This is an optimization exercise on Yosys and OpenROAD, whose aim is small area, a short achievable clock period and few clock cycles per item, not a production implementation.
Function was checked by simulation only, so behaviour that the tests miss may differ from the original.
Power is estimated from default activity; no workload was simulated.

==> run.sh <==
#!/bin/bash
# synth_recipe.tcl (not shown) runs the flow's synth.tcl, then flattens the netlist and writes it again
# the make line also repeats each setting of config.mk as NAME=value (left out here)
make -C /OpenROAD-flow-scripts/flow DESIGN_CONFIG=/design/flow/config.mk WORK_HOME=/design/flow/orfs CLKGATE_MAP_FILE= SYNTH_SCRIPT=/design/flow/synth_recipe.tcl finish
==> config.mk <==
export PLATFORM = sky130hd
export DESIGN_NAME = ina3221_rcu
export DESIGN_NICKNAME = ina3221_rcu
export VERILOG_FILES = /design/flow/design.v
export SDC_FILE = /design/flow/constraint.sdc
export NUM_CORES = 4
export LEC_CHECK = 0
export ABC_AREA = 1
export CAP_MARGIN = 20
export CORE_MARGIN = 2
export CORE_UTILIZATION = 40
export PLACE_DENSITY = 0.6
export SLEW_MARGIN = 20
==> constraint.sdc <==
create_clock -name core_clock -period 9.0 [get_ports {clk}]
set_input_delay 1.8000 -clock core_clock [delete_from_list [all_inputs] [get_ports {clk}]]
set_output_delay 1.8000 -clock core_clock [all_outputs]
set_load 0.01 [all_outputs]
==> design.v <==
module ina3221_rcu #(
    parameter [6:0] DEV_ADDR = 7'h40
) (
    input  wire        clk,
    input  wire        rst,
    input  wire        cmd_valid,
    output wire        cmd_ready,
    input  wire [47:0] cmd,
    output wire        rsp_valid,
    input  wire        rsp_ready,
    output wire [79:0] rsp,
    output wire        tr_req_valid,
    output wire        tr_req_write,
    output wire [6:0]  tr_req_dev,
    output wire [7:0]  tr_req_reg,
    output wire [15:0] tr_req_wdata,
    input  wire        tr_ans_valid,
    input  wire        tr_ans_ok,
    input  wire [15:0] tr_ans_rdata,
    input  wire [7:0]  tr_ans_err,
    input  wire        pin_pv,
    input  wire        pin_crit,
    input  wire        pin_warn,
    input  wire        pin_tc,
    input  wire [15:0] shunt_r_mohm,
    output wire        inited_o,
    output wire [15:0] cfg_cache_o
);
    wire [7:0]  c_op   = cmd[47:40];
    wire [7:0]  c_sel  = cmd[39:32];
    wire [31:0] c_arg  = cmd[31:0];
    wire [15:0] c_word = cmd[15:0];
    wire c_ch_ok = (c_sel == 8'd1) || (c_sel == 8'd2) || (c_sel == 8'd3);
    localparam [1:0] K_WORD = 2'd0, K_S16 = 2'd1, K_X5 = 2'd2, K_FLAG = 2'd3;
    reg       d_legal, d_init, d_chan, d_local, d_write, d_curr;
    reg       d_set, d_set40, d_sum;
    reg       d_desc, d_enc, d_cfgl, d_cfgw, d_iset;
    reg [1:0] d_kind;
    reg [3:0] d_fbit;           
    reg [7:0] d_reg;            
    reg [1:0] d_wsrc;           
    always @(*) begin
        d_legal = 1'b1; d_init = 1'b1; d_chan = 1'b0; d_local = 1'b0;
        d_write = 1'b0; d_curr = 1'b0; d_set = 1'b0; d_set40 = 1'b0; d_sum = 1'b0;
        d_desc = 1'b0; d_enc = 1'b0; d_cfgl = 1'b0; d_cfgw = 1'b0; d_iset = 1'b0;
        d_kind = K_WORD; d_fbit = 4'd0; d_reg = 8'h00; d_wsrc = 2'd0;
        case (c_op)
            8'h01: begin d_reg = c_sel; end
            8'h02: begin d_reg = c_sel; d_write = 1'b1; end
            8'h10, 8'h20: begin d_chan = 1'b1; d_kind = K_S16; d_reg = {5'd0, c_sel[1:0], 1'b0}; end
            8'h11: begin d_chan = 1'b1; d_kind = K_S16; d_reg = {5'd0, c_sel[1:0], 1'b0} - 8'd1; end
            8'h21: begin d_chan = 1'b1; d_kind = K_X5;  d_reg = {5'd0, c_sel[1:0], 1'b0} - 8'd1; end
            8'h22: begin d_chan = 1'b1; d_curr = 1'b1; d_kind = K_S16; d_reg = {5'd0, c_sel[1:0], 1'b0} - 8'd1; end
            8'h23: begin d_chan = 1'b1; d_kind = K_X5;  d_reg = {5'd0, c_sel[1:0], 1'b0} + 8'd5; end
            8'h24: begin d_chan = 1'b1; d_kind = K_X5;  d_reg = {5'd0, c_sel[1:0], 1'b0} + 8'd6; end
            8'h25: begin d_kind = K_X5; d_reg = 8'h0D; end
            8'h26: begin d_kind = K_X5; d_reg = 8'h0E; end
            8'h27: begin d_kind = K_S16; d_reg = 8'h10; end
            8'h28: begin d_kind = K_S16; d_reg = 8'h11; end
            8'h30: begin d_chan = 1'b1; d_write = 1'b1; d_set = 1'b1; d_set40 = 1'b1;
                         d_reg = {5'd0, c_sel[1:0], 1'b0} + 8'd5; end
            8'h31: begin d_chan = 1'b1; d_write = 1'b1; d_set = 1'b1; d_set40 = 1'b1;
                         d_reg = {5'd0, c_sel[1:0], 1'b0} + 8'd6; end
            8'h32: begin d_write = 1'b1; d_set = 1'b1; d_set40 = 1'b1; d_sum = 1'b1; d_reg = 8'h0E; end
            8'h33: begin d_write = 1'b1; d_set = 1'b1; d_reg = 8'h10; end
            8'h34: begin d_write = 1'b1; d_set = 1'b1; d_reg = 8'h11; end
            8'h40: begin d_init = 1'b0; d_iset = 1'b1; d_cfgl = 1'b1; end
            8'h41: begin d_init = 1'b0; d_iset = 1'b1; d_cfgw = 1'b1; d_write = 1'b1; end
            8'h42: begin d_cfgl = 1'b1; end
            8'h43: begin d_cfgw = 1'b1; d_write = 1'b1; end
            8'h44: begin d_cfgw = 1'b1; d_write = 1'b1; d_wsrc = 2'd1; end
            8'h45: begin d_cfgw = 1'b1; d_write = 1'b1; d_wsrc = 2'd2; end
            8'h46: begin d_init = 1'b0; d_local = 1'b1; d_desc = 1'b1; end
            8'h47: begin d_init = 1'b0; d_local = 1'b1; d_enc = 1'b1; end
            8'h50: begin d_reg = 8'h0F; end
            8'h51: begin d_reg = 8'h0F; d_write = 1'b1; end
            8'h52: begin d_reg = 8'h0F; d_kind = K_FLAG; d_fbit = 4'd2; end
            8'h53: begin d_reg = 8'h0F; d_kind = K_FLAG; d_fbit = 4'd1; end
            8'h54: begin d_chan = 1'b1; d_reg = 8'h0F; d_kind = K_FLAG; d_fbit = 4'd10 - {2'd0, c_sel[1:0]}; end
            8'h55: begin d_chan = 1'b1; d_reg = 8'h0F; d_kind = K_FLAG; d_fbit = 4'd6 - {2'd0, c_sel[1:0]}; end
            8'h60, 8'h61, 8'h62, 8'h63: begin d_init = 1'b0; d_local = 1'b1; end
            default: d_legal = 1'b0;
        endcase
    end
    function [10:0] avg_lut(input [2:0] i);
        case (i)
            3'd0: avg_lut = 11'd1;    3'd1: avg_lut = 11'd4;
            3'd2: avg_lut = 11'd16;   3'd3: avg_lut = 11'd64;
            3'd4: avg_lut = 11'd128;  3'd5: avg_lut = 11'd256;
            3'd6: avg_lut = 11'd512;  default: avg_lut = 11'd1024;
        endcase
    endfunction
    function [13:0] ct_lut(input [2:0] i);
        case (i)
            3'd0: ct_lut = 14'd140;   3'd1: ct_lut = 14'd204;
            3'd2: ct_lut = 14'd332;   3'd3: ct_lut = 14'd588;
            3'd4: ct_lut = 14'd1100;  3'd5: ct_lut = 14'd2116;
            3'd6: ct_lut = 14'd4156;  default: ct_lut = 14'd8244;
        endcase
    endfunction
    function [58:0] desc(input [15:0] w);
        reg m_pd;
        begin
            m_pd = ~(w[0] | w[1]);
            desc = {m_pd, w[2] & ~m_pd, w[1], w[0],
                    ct_lut(w[5:3]), ct_lut(w[8:6]), avg_lut(w[11:9]),
                    w[2:0], w[5:3], w[8:6], w[11:9], w[12], w[13], w[14], w[15]};
        end
    endfunction
    reg        s_idle, s_xfer, s_resp, s_x5, s_abs, s_div, s_neg, s_sdiv, s_sfix;
    reg        inited;
    reg [15:0] cfg_cache;
    reg        req_write;
    reg [7:0]  req_reg;
    reg [15:0] w;               
    reg [2:0]  status;
    reg [7:0]  info;
    reg [27:0] acc;             
    reg        sx;              
    reg        dmode;           
    reg [15:0] rem;             
    reg [4:0]  cnt;
    reg        neg;
    reg [15:0] rsh, rn;
    reg [3:0]  rz;
    reg        q_curr, q_x5, q_set40, q_sum, q_cfgl, q_cfgw, q_iset;
    reg [1:0]  q_kind;
    reg [3:0]  q_fbit;
    reg [15:0] nz_v;
    reg [3:0]  nz_z;
    always @(*) begin
        nz_v = rsh;
        nz_z[3] = (nz_v[15:8] == 8'd0); if (nz_z[3]) nz_v = {nz_v[7:0], 8'd0};
        nz_z[2] = (nz_v[15:12] == 4'd0); if (nz_z[2]) nz_v = {nz_v[11:0], 4'd0};
        nz_z[1] = (nz_v[15:14] == 2'd0); if (nz_z[1]) nz_v = {nz_v[13:0], 2'd0};
        nz_z[0] = ~nz_v[15];             if (nz_z[0]) nz_v = {nz_v[14:0], 1'b0};
    end
    wire [15:0] a_L    = {tr_ans_rdata[7:0], tr_ans_rdata[15:8]};
    wire [27:0] a_s16  = {{12{a_L[15]}}, a_L};
    reg [27:0] a_data;
    always @(*) begin
        case (q_kind)
            K_WORD: a_data = {12'd0, a_L};
            K_S16, K_X5: a_data = a_s16;
            default: a_data = {27'd0, a_L[q_fbit]};
        endcase
    end
    wire [25:0] x5 = {acc[23:0], 2'b00} + acc[25:0];
    wire [16:0] d_sh = {rem, acc[27]};
    wire [17:0] d_df = {1'b0, d_sh} - {2'b00, rn};
    wire        d_ge = ~d_df[17];
    wire [15:0] d_r  = d_ge ? d_df[15:0] : d_sh[15:0];
    reg [2:0]  s5_r;
    reg [6:0]  s5_q;
    integer i;
    always @(*) begin
        s5_r = rem[2:0];
        for (i = 6; i >= 0; i = i - 1) begin
            s5_q[i] = (s5_r >= 3'd3) || (s5_r == 3'd2 && acc[21 + i]);
            case ({s5_r, acc[21 + i]})
                4'b000_0: s5_r = 3'd0; 4'b000_1: s5_r = 3'd1;
                4'b001_0: s5_r = 3'd2; 4'b001_1: s5_r = 3'd3;
                4'b010_0: s5_r = 3'd4; 4'b010_1: s5_r = 3'd0;
                4'b011_0: s5_r = 3'd1; 4'b011_1: s5_r = 3'd2;
                4'b100_0: s5_r = 3'd3; default:  s5_r = 3'd4;
            endcase
        end
    end
    wire        fx_c   = s_sfix && (w[2:0] == ~{3{neg}}) && (!q_set40 || rem[2:0] == 3'd4);
    wire [28:0] fx_t   = ({1'b0, acc} ^ {29{neg}}) + {28'd0, neg & ~fx_c};
    wire [15:0] fx_w   = q_sum ? {fx_t[14:0], 1'b0} : {fx_t[12:0], 3'b000};
    always @(posedge clk) begin
        rsh <= shunt_r_mohm;
        rn  <= nz_v;
        rz  <= nz_z;
        if (rst) begin
            s_idle <= 1'b1; s_xfer <= 1'b0; s_resp <= 1'b0; s_x5 <= 1'b0;
            s_abs <= 1'b0; s_div <= 1'b0; s_neg <= 1'b0; s_sdiv <= 1'b0; s_sfix <= 1'b0;
            inited <= 1'b0;
        end else begin
            if (s_idle && cmd_valid) begin
                s_idle    <= 1'b0;
                req_write <= d_write;
                req_reg   <= d_reg;
                w         <= (d_wsrc == 2'd1) ? 16'h8000 : (d_wsrc == 2'd2) ? 16'h0004 : c_word;
                q_curr <= d_curr; q_x5 <= (d_kind == K_X5); q_set40 <= d_set40; q_sum <= d_sum;
                q_cfgl <= d_cfgl; q_cfgw <= d_cfgw; q_iset <= d_iset;
                q_kind <= d_kind; q_fbit <= d_fbit;
                status <= 3'd0;
                info   <= 8'd0;
                sx     <= 1'b0;
                dmode  <= 1'b0;
                neg    <= c_arg[31];
                rem    <= 16'd0;
                cnt    <= 5'd0;
                acc    <= {12'd0, (d_wsrc == 2'd1) ? 16'h8000 : (d_wsrc == 2'd2) ? 16'h0004 : c_word};
                if (!d_legal) begin
                    status <= 3'd3; info <= c_op; s_resp <= 1'b1;
                end else if (d_init && !inited) begin
                    status <= 3'd4; s_resp <= 1'b1;
                end else if (d_chan && !c_ch_ok) begin
                    status <= 3'd1; info <= c_sel; s_resp <= 1'b1;
                end else if (d_local) begin
                    s_resp <= 1'b1;
                    if (d_desc) begin
                        acc <= desc(c_word);
                        dmode <= 1'b1;
                    end else if (d_enc)
                        acc <= {12'd0, c_word[0], c_word[1], c_word[2], c_word[3], c_word[6:4],
                                c_word[9:7], c_word[12:10], c_word[15:13]};
                    else
                        acc <= {27'd0, c_op[1] ? (c_op[0] ? pin_tc : pin_warn)
                                               : (c_op[0] ? pin_crit : pin_pv)};
                end else if (d_set) begin
                    acc <= c_arg[30:3] ^ {28{c_arg[31]}};
                    if (d_set40) s_sdiv <= 1'b1;
                    else         s_sfix <= 1'b1;
                end else begin
                    s_xfer <= 1'b1;
                end
            end
            if (s_sdiv) begin
                acc <= {acc[20:0], s5_q};
                rem <= {13'd0, s5_r};
                cnt <= cnt + 5'd1;
                if (cnt[1:0] == 2'd3) begin s_sdiv <= 1'b0; s_sfix <= 1'b1; end
            end
            if (s_sfix) begin
                w      <= fx_w;
                acc    <= {12'd0, fx_w};
                s_sfix <= 1'b0;
                s_xfer <= 1'b1;
            end
            if (s_xfer && tr_ans_valid) begin
                s_xfer <= 1'b0;
                if (!tr_ans_ok) begin
                    status <= 3'd2;
                    info   <= tr_ans_err;
                    s_resp <= 1'b1;
                end else begin
                    if (q_iset) inited <= 1'b1;
                    if (q_cfgl) cfg_cache <= a_L;
                    if (q_cfgw) cfg_cache <= w;
                    if (!req_write) begin
                        acc <= a_data;
                        sx  <= a_data[27];
                    end
                    neg <= a_L[15];
                    if (q_curr || q_x5) s_x5 <= 1'b1;
                    else                s_resp <= 1'b1;
                end
            end
            if (s_x5) begin
                acc <= {{2{x5[25]}}, x5};
                cnt <= cnt + 5'd1;
                if (!q_curr || cnt[1:0] == 2'd3) begin
                    s_x5 <= 1'b0;
                    if (q_curr) s_abs  <= 1'b1;
                    else        s_resp <= 1'b1;
                end
            end
            if (s_abs) begin
                rem   <= {1'b0, fx_t[24:10]};
                acc   <= {fx_t[9:0], 18'd0};
                cnt   <= {1'b0, rz} + 5'd13;
                s_abs <= 1'b0;
                s_div <= 1'b1;
            end
            if (s_div) begin
                rem <= d_r;
                acc <= {acc[26:0], d_ge};
                cnt <= cnt - 5'd1;
                if (cnt == 5'd1) begin s_div <= 1'b0; s_neg <= 1'b1; end
            end
            if (s_neg) begin
                acc    <= fx_t[27:0];
                sx     <= fx_t[28];
                s_neg  <= 1'b0;
                s_resp <= 1'b1;
            end
            if (s_resp && rsp_ready) begin
                s_resp <= 1'b0;
                s_idle <= 1'b1;
            end
        end
    end
    wire [58:0] dh = desc(w);
    assign cmd_ready    = s_idle;
    assign rsp_valid    = s_resp;
    assign rsp          = {5'd0, status, info, {5{sx}}, dmode ? dh[58:28] : {31{sx}}, acc};
    assign tr_req_valid = s_xfer;
    assign tr_req_write = req_write;
    assign tr_req_dev   = DEV_ADDR;
    assign tr_req_reg   = req_reg;
    assign tr_req_wdata = {w[7:0], w[15:8]};
    assign inited_o     = inited;
    assign cfg_cache_o  = cfg_cache;
endmodule
==> impl_metrics.json, run 1 <==
{
  "fp.dieW_um": 190,
  "finalCriticalPeriod_ps": 5710,
  "ys_warn_count": 1,
  "cts_hold_buf": 0,
  "die_area_mm2": 0.0361,
  "irDropWorstVdd_uv": 202,
  "cp.arrival_ps": 5940,
  "syn2layout_area_growth_pct": 22.2,
  "crit_path_end_kind": "register",
  "postCtsSetupBuffers": 0,
  "synth_common_cells": "nand2_1, inv_1, o21ai_0",
  "status": "no timing/DRC/antenna violations",
  "fin_cells": 2590,
  "ios": 230,
  "drt_first_pass_iters": 6,
  "setup_ws_ps": 3290,
  "leakagePower_nw": 7.18,
  "cap_violations": 0,
  "rsz0062_at_grt": "no",
  "yosysMostFrequentCell": "nand2_1",
  "post-place-ws_ps": 2900,
  "hold_class": "register to register",
  "yosysTopAreaCell": "edfxtp_1",
  "cts_buffers": 17,
  "synth.cell_area_mm2": 0.0138,
  "drtIter0Drc": 1514,
  "drcViolationCount": 0,
  "fin_area_mm2": 0.0169,
  "grt_usage_pct": 30.6,
  "wl_per_cell_um": 21.7,
  "setup_tns_ps": 0,
  "root_buffer": "clkbuf_16",
  "synth.avg_cell_area_um2": 7.09,
  "dpl_cell_area_mm2": 0.0163,
  "netlist_instances": 1950,
  "h-tree-depth": 4,
  "fin_total_pwr_mw": 2.42,
  "report.final.slew_viol_count": 0,
  "clkLatencyLatePin_ps": 470,
  "worst_setup_path_start_kind": "primary input",
  "synth.yosys.seq_area_share_pct": 32.1,
  "relSlewSlack_pct": 29.7,
  "cellPowerDensity_mw_per_mm2": 143,
  "ctsLongestPathBuffers": 2,
  "start_util_pct": 40.3,
  "grt_pass1_wl_mm": 82.8,
  "timing.hold.ws_ps": 484,
  "diodes": 0,
  "antenna_found_initial": 2,
  "die_h_um": 190,
  "synth_area_leaders": "edfxtp_1, nand2_1, dfxtp_1, o21ai_0, inv_1",
  "ys.flop_type": "edfxtp_1",
  "grt_max_degree": 44,
  "fill_cells": 3442,
  "globalplace.congestion": 1.00,
  "cts.sinks": 163,
  "antenna_left": 0,
  "synth_edf_count": 117,
  "via_per_inst": 5.65,
  "grt_pass1_vias": 13600,
  "post_synth_num_cell_types": 66,
  "min_period_over_period_pct": 63.4,
  "async_flop_share_pct": 0,
  "routed_wl_mm": 56.1,
  "vias": 14600,
  "critical_path_required_ps": 9230,
  "layout-drive-gt1-share_pct": 6.74,
  "timing.fmax_mhz": 175,
  "row_count": 68,
  "crit_type": "primary input to register",
  "hpwl_mm": 44.0,
  "cp_max_fo": 18,
  "yosysTopAreaCellShare_pct": 25.4,
  "port_buffers": 217,
  "core_area_mm2": 0.0343,
  "synth_seq_cells": 163,
  "cts.repair.resized": 0,
  "largest_register": "acc",
  "skew_ps": 16.9,
  "setup_violations": 0,
  "gr-total-overflow": 0,
  "nets": 2274,
  "fin_util_pct": 49.3,
  "cts_tree": "yes",
  "dp_cells": 2558,
  "largest_register_ffs": 28,
  "path_clk_slew_ps": 80,
  "hold_viol": 0,
  "worst_pin_slew_ps": 1050
}
==> critical path, cell delays in order <==
cell and delay, ps:
clkdlybuf4s50_1 890, nand2_1 250, nor2_1 280, inv_1 150
nor2_1 160, nor2_1 70, nand4_1 120, nor3_1 60
nand3_1 450, nand2_2 270, nor2_4 400, inv_2 140
nand2_1 90, nand3_1 60, a31oi_1 220, o21ai_0 110
nand3_1 110, o211ai_1 100, nand2_1 130, nand2_1 60
==> cell families (layout without fill, tap and decap cells) <==
group	after synthesis	in the layout	share of synthesized area, %
XOR/XNOR	94	94	6.01
buffers and inverters	348	523	10.4
AO/OA/AOI/OAI	518	518	22.0
other	2	12	0.0543
flip-flops	163	163	32.1
multiplexers	5	5	0.380
AND/OR/NAND/NOR	766	766	24.1
adder cells (fa/ha/maj)	54	54	4.99
==> power breakdown <==
group / switching (mW) / total [mW] / internal (mW)
clock network: 0.371 / 0.786 / 0.416
logic: 0.438 / 0.722 / 0.285
registers: 0.0550 / 0.908 / 0.853
total: 0.864 / 2.42 / 1.55
==> final cells by class <==
| cell class | count | area [um^2] | area share, % |
|---|---|---|---|
| Clock buffer | 18 | 450 | 2.67 |
| Timing Repair Buffer | 238 | 2330 | 13.8 |
| Multi-Input combinational cell | 1449 | 8000 | 47.3 |
| Inverter | 253 | 950 | 5.62 |
| Tap cell | 455 | 569 | 3.37 |
| Clock inverter | 14 | 169 | 0.999 |
| Sequential cell | 163 | 4430 | 26.2 |
==> routing by layer <==
| layer | global-route usage (%) | vias up | routed length, um |
|---|---|---|---|
| met1 | 40.3 | 6873 | 23900 |
| met2 | 50.6 | 690 | 26000 |
| met4 | 11.2 | 4 | 1960 |
| li1 | - | 6956 | - |
| met5 | 0 | - | 27 |
| met3 | 4.78 | 115 | 4220 |
==> worst paths after layout <==
path,slack (ps),start,cells after the start,to
worst min register to register,480,s_idle,2,s_idle
worst max register to register,4630,rem[2],19,acc[15]
worst min-delay path,480,s_idle,2,s_idle
worst max-delay path,3290,cmd[40],20,acc[12]
==> cell usage in the layout (no fill, tap or decap), drive strengths merged, types with 7 or more instances in the layout <==
cell	instances
or2	8
nand2	412
inv	262
nor2	182
o22ai	24
o21ai	201
o221ai	18
a31oi	18
nand3	103
a21boi	9
xnor2	55
nand4	18
clkbuf	18
nor3	27
ha	52
edfxtp	117
clkdlybuf4s50	217
nor4	7
o211ai	40
o2111ai	11
dfxtp	46
xor2	39
a21oi	152
conb	12
o21a	7
buf	21
Testbench counts, summed over its fixed seeds: cycles 30,378, ops 3,200.
==> run 2: changes to the inputs <==
--- a/config.mk
+++ b/config.mk
@@ -11,3 +11,4 @@
 export CORE_UTILIZATION = 40
 export PLACE_DENSITY = 0.6
+export SETUP_SLACK_MARGIN = 5
 export SLEW_MARGIN = 20
==> impl_metrics.json, run 2 <==
{
  "path_clk_slew_ps": 80,
  "ys.flop_type": "edfxtp_1",
  "synthAdderAreaFrac_pct": 4.99,
  "status": "no timing/DRC/antenna violations",
  "root_buffer": "clkbuf_16",
  "crit_path_top_delay_cell": "nor2_4",
  "synth_simple_gate_area_share_pct": 24.1,
  "multi_input_comb_area_mm2": 0.00854,
  "rsz0062_at_grt": "yes",
  "layout_commonest_cell": "nand2_1",
  "holdCritStartpoint": "s_idle",
  "seq_area_mm2": 0.00443,
  "setup_tns_ps": 0,
  "synth_seq_cells": 163,
  "die_area_mm2": 0.0361,
  "cts.sinks": 163,
  "globalplace.congestion": 0.993,
  "cap_violations": 0,
  "leakagePower_nw": 7.81,
  "crit_path_end_kind": "register",
  "synth_common_cells": "nand2_1, inv_1, o21ai_0",
  "yosysTopAreaCellShare_pct": 25.4,
  "cts_buffers": 17,
  "drcViolationCount": 0,
  "setup_ws_ps": 4960,
  "synth_edf_count": 117,
  "grt_usage_pct": 30.9,
  "fin_area_mm2": 0.0180,
  "reg2reg_from": "neg",
  "synth.yosys.seq_area_share_pct": 32.1,
  "clkPwrFrac_pct": 30.3,
  "setup_violations": 0,
  "path_delay_family": "simple AND/OR/NAND/NOR gates",
  "start_util_pct": 40.3,
  "switching_share_pct": 36.2,
  "synth-compound-area-share_pct": 22.0,
  "clkLatencyLatePin_ps": 470,
  "timing.hold.ws_ps": 474,
  "p_comb_share_pct": 31.8,
  "synth_mux_area_share_pct": 0.380,
  "vias": 14900,
  "fin_cells": 2652,
  "hpwl_mm": 43.5,
  "timing.fmax_mhz": 247,
  "p_sw_mw": 0.868,
  "dp_cells": 2557,
  "worst_pin_slew_ps": 1090,
  "ctsLongestPathBuffers": 2,
  "port_buffers": 217,
  "hold_viol": 0,
  "reg2regPathDepth": 20,
  "largest_register": "acc",
  "cellPowerDensity_mw_per_mm2": 133,
  "synthXorXnorAreaFrac_pct": 6.01,
  "layout-drive-gt1-share_pct": 14.1,
  "via_per_inst": 5.62,
  "path_buf_inv": 7,
  "synth.cell_area_mm2": 0.0138,
  "relSlewSlack_pct": 27.5,
  "post_synth_num_cell_types": 66,
  "wl_per_cell_um": 21.5,
  "hold_path_depth": 2,
  "antenna_left": 0,
  "path_cells": "buf_12 > inv_6 > nand3_4 > buf_12 > nor2_4 > buf_4 > nor2_2 > nand3_2 > o21ai_2 > inv_2 > nor2_4 > nand2_4 > buf_6 > nor2_4 > buf_12 > o21ai_2 > o211ai_1 > o221ai_1 > nand2_1 > nand3_1 > nand3_1 > nand2_1 > nand2_1",
  "synth_top_family_by_area": "simple AND/OR/NAND/NOR gates",
  "cp_max_fo": 8,
  "irDropWorstVdd_uv": 150,
  "report.final.slew_viol_count": 0,
  "crit_type": "primary input to register",
  "cp.arrival_ps": 4400,
  "hold-path-endpoint": "s_idle",
  "min_period_over_period_pct": 44.9,
  "cts_tree": "yes",
  "finalCriticalPeriod_ps": 4040,
  "syn2layout_area_growth_pct": 30.5,
  "worst_setup_path_start_kind": "primary input",
  "r2r-end": "acc[15]",
  "yosysMostFrequentCell": "nand2_1",
  "row_count": 68,
  "fp.dieW_um": 190,
  "cts_hold_buf": 0,
  "gr-total-overflow": 0,
  "grt_pass1_vias": 13800,
  "fill_cells": 3411,
  "layout_common_cells": "nand2_1, inv_1, clkdlybuf4s50_1",
  "reg2reg_slack_ps": 5200,
  "crit_cells": 23,
  "core_area_mm2": 0.0343,
  "hold_class": "register to register",
  "ys_warn_count": 1,
  "drtIter0Drc": 1322,
  "synth.avg_cell_area_um2": 7.09,
  "grt_pass1_wl_mm": 83.8,
  "synth_area_leaders": "edfxtp_1, nand2_1, dfxtp_1, o21ai_0, inv_1",
  "async_flop_share_pct": 0,
  "drt_first_pass_iters": 5,
  "diodes": 0,
  "largest_register_ffs": 28,
  "antenna_found_initial": 1,
  "die_h_um": 190,
  "netlist_instances": 1950,
  "cpPeakStageDelay_ps": 210,
  "skew_ps": 16.1,
  "routed_wl_mm": 57.0,
  "yosysTopAreaCell": "edfxtp_1",
  "post-place-ws_ps": 2870,
  "critical_path_required_ps": 9350,
  "grt_max_degree": 44,
  "h-tree-depth": 4,
  "seqPwrFrac_pct": 37.9,
  "nets": 2336,
  "ios": 230,
  "internal_power_mw": 1.53,
  "dpl_cell_area_mm2": 0.0163
}
## run 2: what timing repair did
action | 4_1_cts | 5_1_grt
buffers inserted | 24 | 35
gates cloned | 2 | 2
endpoints found under the setup margin | 78 | 66
endpoints found under the hold margin | 0 | 0
gates resized for setup | 130 | 127
pin swaps | 21 | 41
## run 2: routing by layer
metal / part of all wire [%] / wire [um] / track usage [%] / up-vias
met2: 47 / 26800 / 50.7 / 681
li1: - / - / - / 7096
met1: 42 / 24100 / 40.7 / 7016
met3: 6.9 / 3920 / 4.57 / 118
met5: 0.023 / 13 / 0 / -
met4: 3.6 / 2070 / 12.8 / 2
## run 2: metrics by stage
stage / util (%) / power [mW]
3_3_place_gp: 47.5 / 1.63
5_1_grt: 52.6 / 2.51
4_1_cts: 50.6 / 2.37
2_1_floorplan: - / 1.37
3_5_place_dp: 47.5 / 1.63
6_report: 52.6 / 2.40
## run 2: worst max path at each step
stage               startpoint            to  slack (ps)
floorplan                  rst  cfg_cache[0]        5000
global placement       cmd[40]       acc[12]        2980
global route           cmd[41]        acc[2]        4830
detailed placement     cmd[40]       acc[12]        2870
finish                 cmd[44]        acc[9]        4960
CTS                    cmd[41]        acc[9]        4990
## run 2: final cells by class
| cell class | count | area share [%] |
|---|---|---|
| timing repair inverter | 4 | 0.166 |
| sequential | 163 | 24.6 |
| tap | 455 | 3.16 |
| clock buffer | 19 | 2.46 |
| multi-input combinational | 1449 | 47.4 |
| clock inverter | 13 | 0.645 |
| inverter | 253 | 5.52 |
| timing repair buffer | 296 | 16.1 |
## run 2: worst register-to-register path: stages (launching register included)
cell and delay [ps]:
edfxtp_1 340, buf_6 330, inv_1 120, a41oi_2 230
ha_2 280, ha_1 200, nand4_1 130, nor2_1 170
nand2_1 120, nor3_2 200, nand4_1 210, nor2_1 140
inv_1 70, nand2_1 200, nand2_1 80, nand2_1 170
nand3_1 110, o21ai_2 90, nand2_1 70, nand3_1 110
o221ai_1 130
## run 2: cell families (layout without fill, tap and decap cells)
family | after synthesis | in the layout
compound gates | 518 | 518
fa+ha+maj | 54 | 54
simple gates | 766 | 766
buf+inv | 348 | 585
flops | 163 | 163
other cells | 2 | 12
mux | 5 | 5
xor+xnor | 94 | 94
## run 2: power by group through the flow
stage	clock [mW]	combinational [mW]	sequential [mW]
6_report	0.726	0.763	0.907
3_3_place_gp	0	0.702	0.924
3_5_place_dp	0	0.708	0.924
4_1_cts	0.732	0.728	0.907
2_1_floorplan	0	0.464	0.909
5_1_grt	0.761	0.836	0.911
==> run 3: changes to the inputs <==
==> flow/run.sh (new file) <==
#!/bin/bash
# The standard layout with a tighter repair target: repair_timing aims
# for a setup slack of MARGIN ns at the design's clock period.
set -euo pipefail
MARGIN=6
sed "s/SETUP_SLACK_MARGIN=[0-9.]*/SETUP_SLACK_MARGIN=$MARGIN/" standard.sh > standard_margin.sh
bash standard_margin.sh > standard.log 2>&1
==> standard.sh (new file) <==
#!/bin/bash
# synth_recipe.tcl (not shown) runs the flow's synth.tcl, then flattens the netlist and writes it again
# the make line also repeats each setting of config.mk as NAME=value (left out here)
make -C /OpenROAD-flow-scripts/flow DESIGN_CONFIG=/design/flow/config.mk WORK_HOME=/design/flow/orfs CLKGATE_MAP_FILE= SYNTH_SCRIPT=/design/flow/synth_recipe.tcl "${@:-finish}"
removed: run.sh
==> impl_metrics.json, run 3 <==
{
  "status": "no timing/DRC/antenna violations",
  "fin_cells": 2875,
  "yosysMostFrequentCell": "nand2_1",
  "synth.yosys.seq_area_share_pct": 32.1,
  "clkLatencyLatePin_ps": 470,
  "syn2layout_area_growth_pct": 55.0,
  "busiest_layer": "met2",
  "gr-total-overflow": 0,
  "root_buffer": "clkbuf_16",
  "row_count": 68,
  "synth_edf_count": 117,
  "synth_area_leaders": "edfxtp_1, nand2_1, dfxtp_1, o21ai_0, inv_1",
  "report.final.slew_viol_count": 0,
  "ios": 230,
  "grt_pass1_wl_mm": 89.6,
  "ys.flop_type": "edfxtp_1",
  "critical_path_required_ps": 9220,
  "ctsLongestPathBuffers": 2,
  "setup_violations": 0,
  "setup_tns_ps": 0,
  "synth_common_cells": "nand2_1, inv_1, o21ai_0",
  "cp_max_fo": 6,
  "antenna_left": 0,
  "synth_seq_cells": 163,
  "finalCriticalPeriod_ps": 4090,
  "layout_common_cells": "nand2_1, inv_1, buf_4",
  "grt_max_degree": 34,
  "hold_class": "register to register",
  "hold_viol": 0,
  "die_area_mm2": 0.0361,
  "synth.avg_cell_area_um2": 7.09,
  "yosysTopAreaCellShare_pct": 25.4,
  "timing.hold.ws_ps": 510,
  "irDropWorstVdd_uv": 171,
  "antenna_found_initial": 0,
  "worst_setup_path_start_kind": "primary input",
  "drt_first_pass_iters": 7,
  "nets": 2559,
  "leakagePower_nw": 9.32,
  "globalplace.congestion": 1.01,
  "core_area_mm2": 0.0343,
  "wl_per_cell_um": 22.3,
  "path_clk_slew_ps": 70,
  "drtIter0Drc": 1759,
  "post_synth_num_cell_types": 66,
  "cts.sinks": 163,
  "min_period_over_period_pct": 45.4,
  "grt_usage_pct": 32.8,
  "cp.arrival_ps": 4310,
  "largest_register_ffs": 28,
  "cts_tree": "yes",
  "worst_pin_slew_ps": 945,
  "cap_violations": 0,
  "crit_type": "primary input to register",
  "start_util_pct": 40.3,
  "timing.fmax_mhz": 245,
  "cellPowerDensity_mw_per_mm2": 127,
  "rsz0062_at_grt": "yes",
  "use_met3_pct": 6.20,
  "async_flop_share_pct": 0,
  "h-tree-depth": 4,
  "routed_wl_mm": 64.1,
  "dp_cells": 2553,
  "grt_pass1_vias": 15200,
  "port_buffers": 217,
  "relSlewSlack_pct": 36.7,
  "via_per_inst": 5.71,
  "die_h_um": 190,
  "netlist_instances": 1950,
  "grt_use_met1_pct": 41.4,
  "fill_cells": 2995,
  "synth.cell_area_mm2": 0.0138,
  "yosysTopAreaCell": "edfxtp_1",
  "fin_total_pwr_mw": 2.72,
  "use_met2_pct": 54.8,
  "drcViolationCount": 0,
  "skew_ps": 18.6,
  "crit_path_end_kind": "register",
  "vias": 16400,
  "cts_buffers": 17,
  "layout-drive-gt1-share_pct": 32.8,
  "hpwl_mm": 42.8,
  "fp.dieW_um": 190,
  "ys_warn_count": 1,
  "layout_commonest_cell": "nand2_1",
  "largest_register": "acc",
  "diodes": 0
}
[run 3: worst paths after layout]
check / slack, ps / startpoint / depth (start not counted) / end
worst max register to register: 5310 / acc[0] / 19 / acc[24]
worst max-delay path: 4910 / cmd[46] / 19 / acc[9]
worst min-delay path: 510 / q_iset / 2 / inited
worst min register to register: 510 / q_iset / 2 / inited
[run 3: kinds of logic (layout without fill, tap and decap cells)]
kind of cell,count (synthesis),count (layout),synth area share (%)
other,2,12,0.0543
DFF,163,163,32.1
xor gates and xnor gates,94,94,6.01
adders and majority gates,54,54,4.99
AOI/OAI and AO/OA,518,518,22.0
and+or+nand+nor,766,769,24.1
muxes,5,5,0.380
buffers and inverters,348,805,10.4
[run 3: timing repair]
action                     4_1_cts  5_1_grt
pin swaps                       91      115
buffers inserted               172      109
setup endpoints to repair      353      189
hold buffers                     0        0
cloned                           7        1
gates resized for setup        717      316
[run 3: cell type report]
| type | instances | area [um^2] | share of cell area [%] |
|---|---|---|---|
| Sequential cell | 163 | 4440 | 20.7 |
| Clock buffer | 20 | 479 | 2.24 |
| Timing Repair Buffer | 515 | 4890 | 22.8 |
| Tap cell | 455 | 569 | 2.66 |
| Timing Repair inverter | 5 | 38.8 | 0.181 |
| Multi-Input combinational cell | 1452 | 9840 | 45.9 |
| Clock inverter | 12 | 153 | 0.712 |
| Inverter | 253 | 1020 | 4.77 |
[run 3: metal layers]
metal	wire (um)	part of all wire, %
met1	25100	39
met2	30600	48
met3	5290	8.2
met4	3190	5.0
met5	0	0
[run 3: worst max-delay path: stages]
cell and delay, ps:
buf_8 110, nor2_4 150, nand3_4 140, nor4_4 390, nor2_2 120, nand2_2 100
nor3_2 50, nand3_2 160, nand2_4 130, nor2_4 270, o21ai_2 100, o21ai_2 60
o211ai_1 170, o221ai_1 120, nand2_1 80, nand3_1 110, nand3_1 90, nand2_1 90
nand2_1 50
[run 3: stage by stage]
stage / utilization, % / cell area, um^2 / setup WS (ps)
2_1_floorplan: - / 14100 / 5090
5_1_grt: 62.5 / 21400 / 4860
3_3_place_gp: 47.9 / 16400 / 3210
3_5_place_dp: 47.9 / 16400 / 3090
4_1_cts: 57.0 / 19500 / 5100
6_report: 62.5 / 21400 / 4910
[run 3: power by group]
group / switching, mW / internal (mW) / leakage [nW] / total [mW]
clock network: 0.355 / 0.453 / 0.313 / 0.808
logic: 0.594 / 0.428 / 7.52 / 1.02
registers: 0.0358 / 0.853 / 1.49 / 0.888
total: 0.985 / 1.73 / 9.32 / 2.72
==> run 4: changes to the inputs <==
--- a/design.v
+++ b/design.v
@@ -122,18 +122,9 @@
     reg [4:0]  cnt;
     reg        neg;
-    reg [15:0] rsh, rn;
+    reg [15:0] rn;
     reg [3:0]  rz;
     reg        q_curr, q_x5, q_set40, q_sum, q_cfgl, q_cfgw, q_iset;
     reg [1:0]  q_kind;
     reg [3:0]  q_fbit;
-    reg [15:0] nz_v;
-    reg [3:0]  nz_z;
-    always @(*) begin
-        nz_v = rsh;
-        nz_z[3] = (nz_v[15:8] == 8'd0); if (nz_z[3]) nz_v = {nz_v[7:0], 8'd0};
-        nz_z[2] = (nz_v[15:12] == 4'd0); if (nz_z[2]) nz_v = {nz_v[11:0], 4'd0};
-        nz_z[1] = (nz_v[15:14] == 2'd0); if (nz_z[1]) nz_v = {nz_v[13:0], 2'd0};
-        nz_z[0] = ~nz_v[15];             if (nz_z[0]) nz_v = {nz_v[14:0], 1'b0};
-    end
     wire [15:0] a_L    = {tr_ans_rdata[7:0], tr_ans_rdata[15:8]};
     wire [27:0] a_s16  = {{12{a_L[15]}}, a_L};
@@ -147,8 +138,12 @@
     end
     wire [25:0] x5 = {acc[23:0], 2'b00} + acc[25:0];
-    wire [16:0] d_sh = {rem, acc[27]};
-    wire [17:0] d_df = {1'b0, d_sh} - {2'b00, rn};
-    wire        d_ge = ~d_df[17];
-    wire [15:0] d_r  = d_ge ? d_df[15:0] : d_sh[15:0];
+    wire [16:0] d1_sh = {rem, acc[27]};
+    wire [17:0] d1_df = {1'b0, d1_sh} - {2'b00, rn};
+    wire        d1_ge = ~d1_df[17];
+    wire [15:0] d1_r  = d1_ge ? d1_df[15:0] : d1_sh[15:0];
+    wire [16:0] d2_sh = {d1_r, acc[26]};
+    wire [17:0] d2_df = {1'b0, d2_sh} - {2'b00, rn};
+    wire        d2_ge = ~d2_df[17];
+    wire [15:0] d2_r  = d2_ge ? d2_df[15:0] : d2_sh[15:0];
     reg [2:0]  s5_r;
     reg [6:0]  s5_q;
@@ -171,7 +166,17 @@
     wire [15:0] fx_w   = q_sum ? {fx_t[14:0], 1'b0} : {fx_t[12:0], 3'b000};
     always @(posedge clk) begin
-        rsh <= shunt_r_mohm;
-        rn  <= nz_v;
-        rz  <= nz_z;
+        if (s_idle && cmd_valid) begin
+            rn <= shunt_r_mohm;
+            rz <= 4'd0;
+        end else if (rn[15:8] == 8'd0) begin
+            rn <= {rn[7:0], 8'd0};
+            rz <= rz + 4'd8;
+        end else if (rn[15:12] == 4'd0) begin
+            rn <= {rn[11:0], 4'd0};
+            rz <= rz + 4'd4;
+        end else if (!rn[15]) begin
+            rn <= {rn[14:0], 1'b0};
+            rz <= rz + 4'd1;
+        end
         if (rst) begin
             s_idle <= 1'b1; s_xfer <= 1'b0; s_resp <= 1'b0; s_x5 <= 1'b0;
@@ -261,15 +266,20 @@
             end
             if (s_abs) begin
-                rem   <= {1'b0, fx_t[24:10]};
-                acc   <= {fx_t[9:0], 18'd0};
-                cnt   <= {1'b0, rz} + 5'd13;
+                if (rz[0]) begin
+                    rem <= {1'b0, fx_t[24:10]};
+                    acc <= {fx_t[9:0], 18'd0};
+                end else begin
+                    rem <= {2'b00, fx_t[24:11]};
+                    acc <= {fx_t[10:0], 17'd0};
+                end
+                cnt   <= 5'd0;
                 s_abs <= 1'b0;
                 s_div <= 1'b1;
             end
             if (s_div) begin
-                rem <= d_r;
-                acc <= {acc[26:0], d_ge};
-                cnt <= cnt - 5'd1;
-                if (cnt == 5'd1) begin s_div <= 1'b0; s_neg <= 1'b1; end
+                rem <= d2_r;
+                acc <= {acc[25:0], d1_ge, d2_ge};
+                cnt <= cnt + 5'd1;
+                if (cnt[3:0] == {1'b0, rz[3:1]} + 4'd6) begin s_div <= 1'b0; s_neg <= 1'b1; end
             end
             if (s_neg) begin
==> run.sh (new file) <==
#!/bin/bash
# synth_recipe.tcl (not shown) runs the flow's synth.tcl, then flattens the netlist and writes it again
# the make line also repeats each setting of config.mk as NAME=value (left out here)
make -C /OpenROAD-flow-scripts/flow DESIGN_CONFIG=/design/flow/config.mk WORK_HOME=/design/flow/orfs CLKGATE_MAP_FILE= SYNTH_SCRIPT=/design/flow/synth_recipe.tcl finish
removed: flow/run.sh
removed: standard.sh
==> impl_metrics.json, run 4 <==
{
  "status": "no timing/DRC/antenna violations",
  "synth.cell_area_mm2": 0.0144,
  "via_per_inst": 5.79,
  "layout-drive-gt1-share_pct": 22.2,
  "finalCriticalPeriod_ps": 4690,
  "relSlewSlack_pct": 22.8,
  "skew_ps": 12.9,
  "cts_buffers": 17,
  "cp_common_cell": "nand2_2",
  "largest_register": "acc",
  "ys_warn_count": 1,
  "layout_commonest_cell": "nand2_1",
  "dp_cells": 2613,
  "synth_seq_cells": 146,
  "cp_max_fo": 8,
  "post_synth_num_cell_types": 62,
  "port_buffers": 217,
  "die_area_mm2": 0.0375,
  "grt_pass1_vias": 15800,
  "p_comb_share_pct": 51.3,
  "synth_area_leaders": "edfxtp_1, nand2_1, o21ai_0, inv_1, ha_1",
  "timing.fmax_mhz": 213,
  "worst_pin_slew_ps": 1160,
  "cpPeakStageDelay_ps": 410,
  "setup_violations": 0,
  "crit_path_top_delay_cell": "edfxtp_1",
  "largest_register_ffs": 28,
  "cts.sinks": 146,
  "die_h_um": 194,
  "drt_first_pass_iters": 6,
  "cellPowerDensity_mw_per_mm2": 169,
  "timing.hold.ws_ps": 479,
  "clkPwrFrac_pct": 22.4,
  "crit_type": "register to register",
  "cts_tree": "yes",
  "ys.flop_type": "edfxtp_1",
  "internal_power_mw": 1.90,
  "grt_max_degree": 49,
  "cap_violations": 0,
  "nets": 2489,
  "start_util_pct": 40.5,
  "netlist_instances": 2002,
  "grt_pass1_wl_mm": 92.5,
  "worst_setup_path_start_kind": "register",
  "switching_share_pct": 43.6,
  "wl_per_cell_um": 22.3,
  "fin_cells": 2797,
  "setup_ws_ps": 4310,
  "routed_wl_mm": 62.3,
  "layout_common_cells": "nand2_1, clkdlybuf4s50_1, inv_1",
  "ctsLongestPathBuffers": 2,
  "synth_edf_count": 131,
  "synth.avg_cell_area_um2": 7.19,
  "drcViolationCount": 0,
  "gr-total-overflow": 0,
  "crit_path_end_kind": "register",
  "hold_class": "register to register",
  "fin_total_pwr_mw": 3.37,
  "cts_hold_buf": 0,
  "syn2layout_area_growth_pct": 38.9,
  "setup_tns_ps": 0,
  "report.final.slew_viol_count": 0,
  "synth.yosys.seq_area_share_pct": 29.4,
  "clkLatencyLatePin_ps": 450,
  "ios": 230,
  "fin_util_pct": 56.3,
  "yosysTopAreaCellShare_pct": 27.3,
  "critical_path_required_ps": 9180,
  "root_buffer": "clkbuf_16",
  "core_area_mm2": 0.0355,
  "yosysMostFrequentCell": "nand2_1",
  "rsz0062_at_grt": "yes",
  "hold_viol": 0,
  "antenna_found_initial": 2,
  "vias": 16200,
  "seqPwrFrac_pct": 26.2,
  "h-tree-depth": 4,
  "min_period_over_period_pct": 52.1,
  "grt_usage_pct": 31.8,
  "drtIter0Drc": 1456,
  "post-place-ws_ps": 3150,
  "leakagePower_nw": 8.49,
  "globalplace.congestion": 0.993,
  "fp.dieW_um": 194,
  "dpl_cell_area_mm2": 0.0169,
  "fin_area_mm2": 0.0200,
  "cp.arrival_ps": 4870,
  "synth_common_cells": "nand2_1, inv_1, o21ai_0",
  "irDropWorstVdd_uv": 151,
  "row_count": 69,
  "hpwl_mm": 44.8,
  "path_clk_slew_ps": 80,
  "async_flop_share_pct": 0,
  "p_sw_mw": 1.47,
  "antenna_left": 0,
  "yosysTopAreaCell": "edfxtp_1"
}
## run 4: layer usage
layer | track usage, % | share of wire (%) | vias to the layer above | routed length, um
li1 | - | - | 7543 | -
met1 | 40.3 | 41 | 7700 | 25700
met2 | 52.7 | 47 | 790 | 29100
met3 | 6.16 | 7.5 | 164 | 4660
met4 | 14.0 | 4.6 | 0 | 2840
met5 | 0 | 0 | - | 0
## run 4: cells by family (layout without fill, tap and decap cells)
kind of cell	count (synthesis)	in the layout	synth area share, %
adders and majority gates	70	70	6.24
DFF	146	146	29.4
other	2	14	0.0522
AOI/OAI and AO/OA	578	578	24.1
and+or+nand+nor	746	752	22.9
xor gates and xnor gates	118	118	7.18
buffers and inverters	342	658	10.1
## run 4: worst paths after layout
kind              startpoint  endpoint  slack [ps]  depth (start not counted)
hold / removal        s_idle    s_idle         480                          2
hold reg to reg       s_idle    s_idle         480                          2
setup / recovery       rn[6]    rem[6]        4310                         33
setup reg to reg       rn[6]    rem[6]        4310                         33
## run 4: power groups by stage
stage,Clock (mW),Combinational [mW],Sequential [mW]
after floorplan,0,0.904,0.868
after global placement,0,1.25,0.897
after detailed placement,0,1.24,0.897
after CTS,0.761,1.57,0.882
after global routing,0.782,1.87,0.890
final,0.757,1.73,0.885
## run 4: layout make-up
| class | count | area, um^2 |
|---|---|---|
| Antenna cell | 2 | 5.00 |
| Clock buffer | 17 | 425 |
| Clock inverter | 15 | 179 |
| Fill cell | 3331 | 15500 |
| Inverter | 251 | 1000 |
| Multi-Input combinational cell | 1530 | 10100 |
| Sequential cell | 146 | 4230 |
| Tap cell | 461 | 577 |
| Timing Repair Buffer | 372 | 3460 |
| Timing Repair inverter | 3 | 20.0 |
## run 4: worst max-delay path, delay by kind of cell, from the launching register on
family          cells  cell delay, ps
compound gates     15            1900
simple gates       12            1160
fa+ha+maj           2             490
buf+inv             4             450
flops               1             410
## run 4: what timing repair did
action,4_1_cts,5_1_grt
resized for setup,244,150
setup endpoints to repair,83,69
hold endpoints to repair,0,0
gates cloned,7,3
setup buffers,97,43
pin swaps,80,91
Testbench counts of run 4, summed over its fixed seeds: cycles 24,742, ops 3,200.
==> run 5: changes to the inputs <==
--- a/design.v
+++ b/design.v
@@ -115,5 +115,4 @@
     reg [15:0] w;               
     reg [2:0]  status;
-    reg [7:0]  info;
     reg [27:0] acc;             
     reg        sx;              
@@ -138,12 +137,8 @@
     end
     wire [25:0] x5 = {acc[23:0], 2'b00} + acc[25:0];
-    wire [16:0] d1_sh = {rem, acc[27]};
-    wire [17:0] d1_df = {1'b0, d1_sh} - {2'b00, rn};
-    wire        d1_ge = ~d1_df[17];
-    wire [15:0] d1_r  = d1_ge ? d1_df[15:0] : d1_sh[15:0];
-    wire [16:0] d2_sh = {d1_r, acc[26]};
-    wire [17:0] d2_df = {1'b0, d2_sh} - {2'b00, rn};
-    wire        d2_ge = ~d2_df[17];
-    wire [15:0] d2_r  = d2_ge ? d2_df[15:0] : d2_sh[15:0];
+    wire [16:0] d_sh = {rem, acc[27]};
+    wire [17:0] d_df = {1'b0, d_sh} - {2'b00, rn};
+    wire        d_ge = ~d_df[17];
+    wire [15:0] d_r  = d_ge ? d_df[15:0] : d_sh[15:0];
     reg [2:0]  s5_r;
     reg [6:0]  s5_q;
@@ -193,5 +188,4 @@
                 q_kind <= d_kind; q_fbit <= d_fbit;
                 status <= 3'd0;
-                info   <= 8'd0;
                 sx     <= 1'b0;
                 dmode  <= 1'b0;
@@ -201,9 +195,9 @@
                 acc    <= {12'd0, (d_wsrc == 2'd1) ? 16'h8000 : (d_wsrc == 2'd2) ? 16'h0004 : c_word};
                 if (!d_legal) begin
-                    status <= 3'd3; info <= c_op; s_resp <= 1'b1;
+                    status <= 3'd3; acc[7:0] <= c_op; s_resp <= 1'b1;
                 end else if (d_init && !inited) begin
-                    status <= 3'd4; s_resp <= 1'b1;
+                    status <= 3'd4; acc[7:0] <= 8'd0; s_resp <= 1'b1;
                 end else if (d_chan && !c_ch_ok) begin
-                    status <= 3'd1; info <= c_sel; s_resp <= 1'b1;
+                    status <= 3'd1; acc[7:0] <= c_sel; s_resp <= 1'b1;
                 end else if (d_local) begin
                     s_resp <= 1'b1;
@@ -241,5 +235,5 @@
                 if (!tr_ans_ok) begin
                     status <= 3'd2;
-                    info   <= tr_ans_err;
+                    acc[7:0] <= tr_ans_err;
                     s_resp <= 1'b1;
                 end else begin
@@ -266,20 +260,19 @@
             end
             if (s_abs) begin
-                if (rz[0]) begin
-                    rem <= {1'b0, fx_t[24:10]};
-                    acc <= {fx_t[9:0], 18'd0};
-                end else begin
-                    rem <= {2'b00, fx_t[24:11]};
-                    acc <= {fx_t[10:0], 17'd0};
-                end
-                cnt   <= 5'd0;
+                rem   <= {1'b0, fx_t[24:10]};
+                acc   <= {fx_t[9:0], 18'd0};
+                cnt   <= {1'b0, rz} + 5'd13;
                 s_abs <= 1'b0;
                 s_div <= 1'b1;
             end
             if (s_div) begin
-                rem <= d2_r;
-                acc <= {acc[25:0], d1_ge, d2_ge};
-                cnt <= cnt + 5'd1;
-                if (cnt[3:0] == {1'b0, rz[3:1]} + 4'd6) begin s_div <= 1'b0; s_neg <= 1'b1; end
+                rem <= d_r;
+                acc <= {acc[26:0], d_ge};
+                cnt <= cnt - 5'd1;
+                if (cnt == 5'd1) begin
+                    s_div <= 1'b0;
+                    if (neg) s_neg  <= 1'b1;
+                    else     s_resp <= 1'b1;
+                end
             end
             if (s_neg) begin
@@ -298,5 +291,6 @@
     assign cmd_ready    = s_idle;
     assign rsp_valid    = s_resp;
-    assign rsp          = {5'd0, status, info, {5{sx}}, dmode ? dh[58:28] : {31{sx}}, acc};
+    wire        err = |status;
+    assign rsp          = {5'd0, status, acc[7:0] & {8{err}}, {5{sx}}, dmode ? dh[58:28] : {31{sx}}, acc};
     assign tr_req_valid = s_xfer;
     assign tr_req_write = req_write;
==> impl_metrics.json, run 5 <==
{
  "synth_seq_cells": 139,
  "use_met2_pct": 53.0,
  "layout_common_cells": "nand2_1, inv_1, clkdlybuf4s50_1",
  "synth_edf_count": 124,
  "clkLatencyLatePin_ps": 450,
  "report.final.slew_viol_count": 0,
  "grt_pass1_wl_mm": 88.3,
  "port_buffers": 217,
  "timing.fmax_mhz": 247,
  "ys_warn_count": 1,
  "setup_tns_ps": 0,
  "switching_share_pct": 38.9,
  "irDropWorstVdd_uv": 190,
  "fin_area_mm2": 0.0181,
  "core_area_mm2": 0.0335,
  "cp_max_fo": 8,
  "timing.hold.ws_ps": 477,
  "crit_type": "primary input to register",
  "cellPowerDensity_mw_per_mm2": 139,
  "drtIter0Drc": 1886,
  "path_clk_slew_ps": 70,
  "p_sw_mw": 0.980,
  "worst_setup_path_start_kind": "primary input",
  "skew_ps": 9.03,
  "globalplace.congestion": 1.01,
  "fp.dieW_um": 189,
  "layout-drive-gt1-share_pct": 17.1,
  "seqPwrFrac_pct": 33.4,
  "internal_power_mw": 1.54,
  "cts_buffers": 17,
  "layout_commonest_cell": "nand2_1",
  "synth.cell_area_mm2": 0.0136,
  "vias": 15500,
  "drcViolationCount": 0,
  "syn2layout_area_growth_pct": 32.5,
  "dpl_cell_area_mm2": 0.0161,
  "row_count": 67,
  "yosysMostFrequentCell": "nand2_1",
  "finalCriticalPeriod_ps": 4050,
  "async_flop_share_pct": 0,
  "ys.flop_type": "edfxtp_1",
  "post_synth_num_cell_types": 73,
  "fill_cells": 3282,
  "yosysTopAreaCell": "edfxtp_1",
  "synth_area_leaders": "edfxtp_1, nand2_1, inv_1, o21ai_0, a21oi_1",
  "setup_violations": 0,
  "h-tree-depth": 4,
  "start_util_pct": 40.7,
  "diodes": 0,
  "status": "no timing/DRC/antenna violations",
  "clkPwrFrac_pct": 27.9,
  "cts_hold_buf": 0,
  "crit_path_end_kind": "register",
  "critical_path_required_ps": 9200,
  "hold_class": "register to register",
  "antenna_found_initial": 2,
  "worst_pin_slew_ps": 1120,
  "synth.yosys.seq_area_share_pct": 29.5,
  "yosysTopAreaCellShare_pct": 27.3,
  "hpwl_mm": 45.9,
  "drt_first_pass_iters": 6,
  "routed_wl_mm": 60.2,
  "cp.arrival_ps": 4250,
  "cts_tree": "yes",
  "p_comb_share_pct": 38.7,
  "die_area_mm2": 0.0356,
  "nets": 2334,
  "leakagePower_nw": 7.67,
  "cap_violations": 0,
  "wl_per_cell_um": 22.8,
  "largest_register_ffs": 28,
  "ctsLongestPathBuffers": 2,
  "hold_path_depth": 2,
  "root_buffer": "clkbuf_16",
  "antenna_left": 0,
  "hold_viol": 0,
  "grt_max_degree": 43,
  "relSlewSlack_pct": 25.3,
  "grt_pass1_vias": 14400,
  "synth_common_cells": "nand2_1, inv_1, o21ai_0",
  "gr-total-overflow": 0,
  "ios": 230,
  "cts.sinks": 139,
  "largest_register": "acc",
  "netlist_instances": 1912,
  "grt_use_met1_pct": 42.6,
  "rsz0062_at_grt": "yes",
  "die_h_um": 189,
  "synth.avg_cell_area_um2": 7.14,
  "use_met3_pct": 5.90,
  "reg2regPathDepth": 13,
  "min_period_over_period_pct": 45.0,
  "via_per_inst": 5.85,
  "busiest_layer": "met2",
  "grt_usage_pct": 32.8
}
## run 5: critical path, cell delays in order
cell	delay, ps
clkdlybuf4s50_1	570
nor3_2	280
o31ai_4	120
nand2_4	130
buf_12	140
clkinv_8	70
nor3_2	230
nor3_2	70
o21ai_1	200
a21oi_1	90
o21ai_1	220
a21oi_1	90
o21bai_1	150
a21oi_1	80
## run 5: final timing paths
path / slack (ps) / from / endpoint
max: 4950 / cmd[37] / acc[5]
min reg2reg: 480 / s_idle / s_idle
max reg2reg: 5120 / acc[3] / acc[22]
min: 480 / s_idle / s_idle
## run 5: area by class of cell
| class | count | area, um^2 | share of cell area [%] |
|---|---|---|---|
| Timing Repair inverter | 2 | 11.3 | 0.0623 |
| Clock inverter | 13 | 125 | 0.692 |
| Multi-Input combinational cell | 1431 | 8760 | 48.5 |
| Timing Repair Buffer | 328 | 3110 | 17.2 |
| Clock buffer | 18 | 429 | 2.37 |
| Sequential cell | 139 | 4030 | 22.3 |
| Tap cell | 448 | 561 | 3.10 |
| Inverter | 262 | 1050 | 5.81 |
## run 5: per-stage QoR
step	power, mW	cells	setup slack, ps	utilization, %
after floorplan	1.42	1922	5010	-
after global placement	1.74	2512	3580	47.9
final	2.52	2641	4950	53.9
after CTS	2.47	2585	5020	51.5
after global routing	2.65	2641	4930	53.9
after detailed placement	1.75	2512	3550	47.9
## run 5: power by group through the flow
stage	clock (mW)	combinational, mW	sequential (mW)
final	0.703	0.976	0.840
after global routing	0.730	1.07	0.844
after CTS	0.707	0.920	0.841
after detailed placement	0	0.894	0.855
after global placement	0	0.888	0.854
after floorplan	0	0.600	0.825
## run 5: logic make-up after synthesis
logic type	count (synthesis)	synth area share [%]
adders and majority gates	55	5.15
other	2	0.0550
DFF	139	29.5
xor gates and xnor gates	86	5.82
buffers and inverters	355	10.8
muxes	2	0.165
AOI/OAI and AO/OA	552	24.3
and+or+nand+nor	721	24.1
## run 5: repair_timing
action,in CTS,in global routing
pin swaps,33,54
setup endpoints to repair,70,47
gates cloned,4,3
buffers inserted,38,52
resized for setup,144,115
## run 5: layer usage
metal	share of wire, %	up-vias
met3	9.1	191
met1	40	7212
met2	45	900
met5	0.022	-
met4	5.5	2
li1	-	7157
Testbench counts of run 5, summed over its fixed seeds: cycles 30,117, ops 3,200.

re-timing with driven ports:
In the flow no input, the clock included, has a driving cell. The finished layouts below were timed again as built, in two steps. Step 1 sets driving cells, clkbuf_16 on the clock port and buf_2 on the other inputs (assumed; they add their load-dependent delay and slew). Step 2, shift: input delay + t, output delay - t, t = (earliest + latest rising clock arrival at the registers) / 2. This alone moves slack from input paths to output paths. Three values: ideal, step 1, step 2; two values: the first two.
| run | t, ns | setup slack, ns | worst register clock-pin slew, ns | pins driven straight from the clock port |
|---|---|---|---|---|
| run 1 | 0.512 | 3.291 / 3.301 / 2.789 | 0.08 / 0.08 | 1 |
| run 2 | 0.514 | 4.955 / 4.928 / 4.415 | 0.08 / 0.08 | 1 |
| run 3 | 0.514 | 4.913 / 4.930 / 4.416 | 0.08 / 0.08 | 1 |
| run 4 | 0.499 | 4.308 / 4.308 / 4.308 | 0.08 / 0.08 | 1 |
| run 5 | 0.497 | 4.947 / 4.978 / 4.481 | 0.07 / 0.07 | 1 |
After both steps setup and hold are still met in every run listed. For run 2, which loses most, drivers alone change the setup slack by -0.027 ns; drivers and shift together by -0.540 ns.
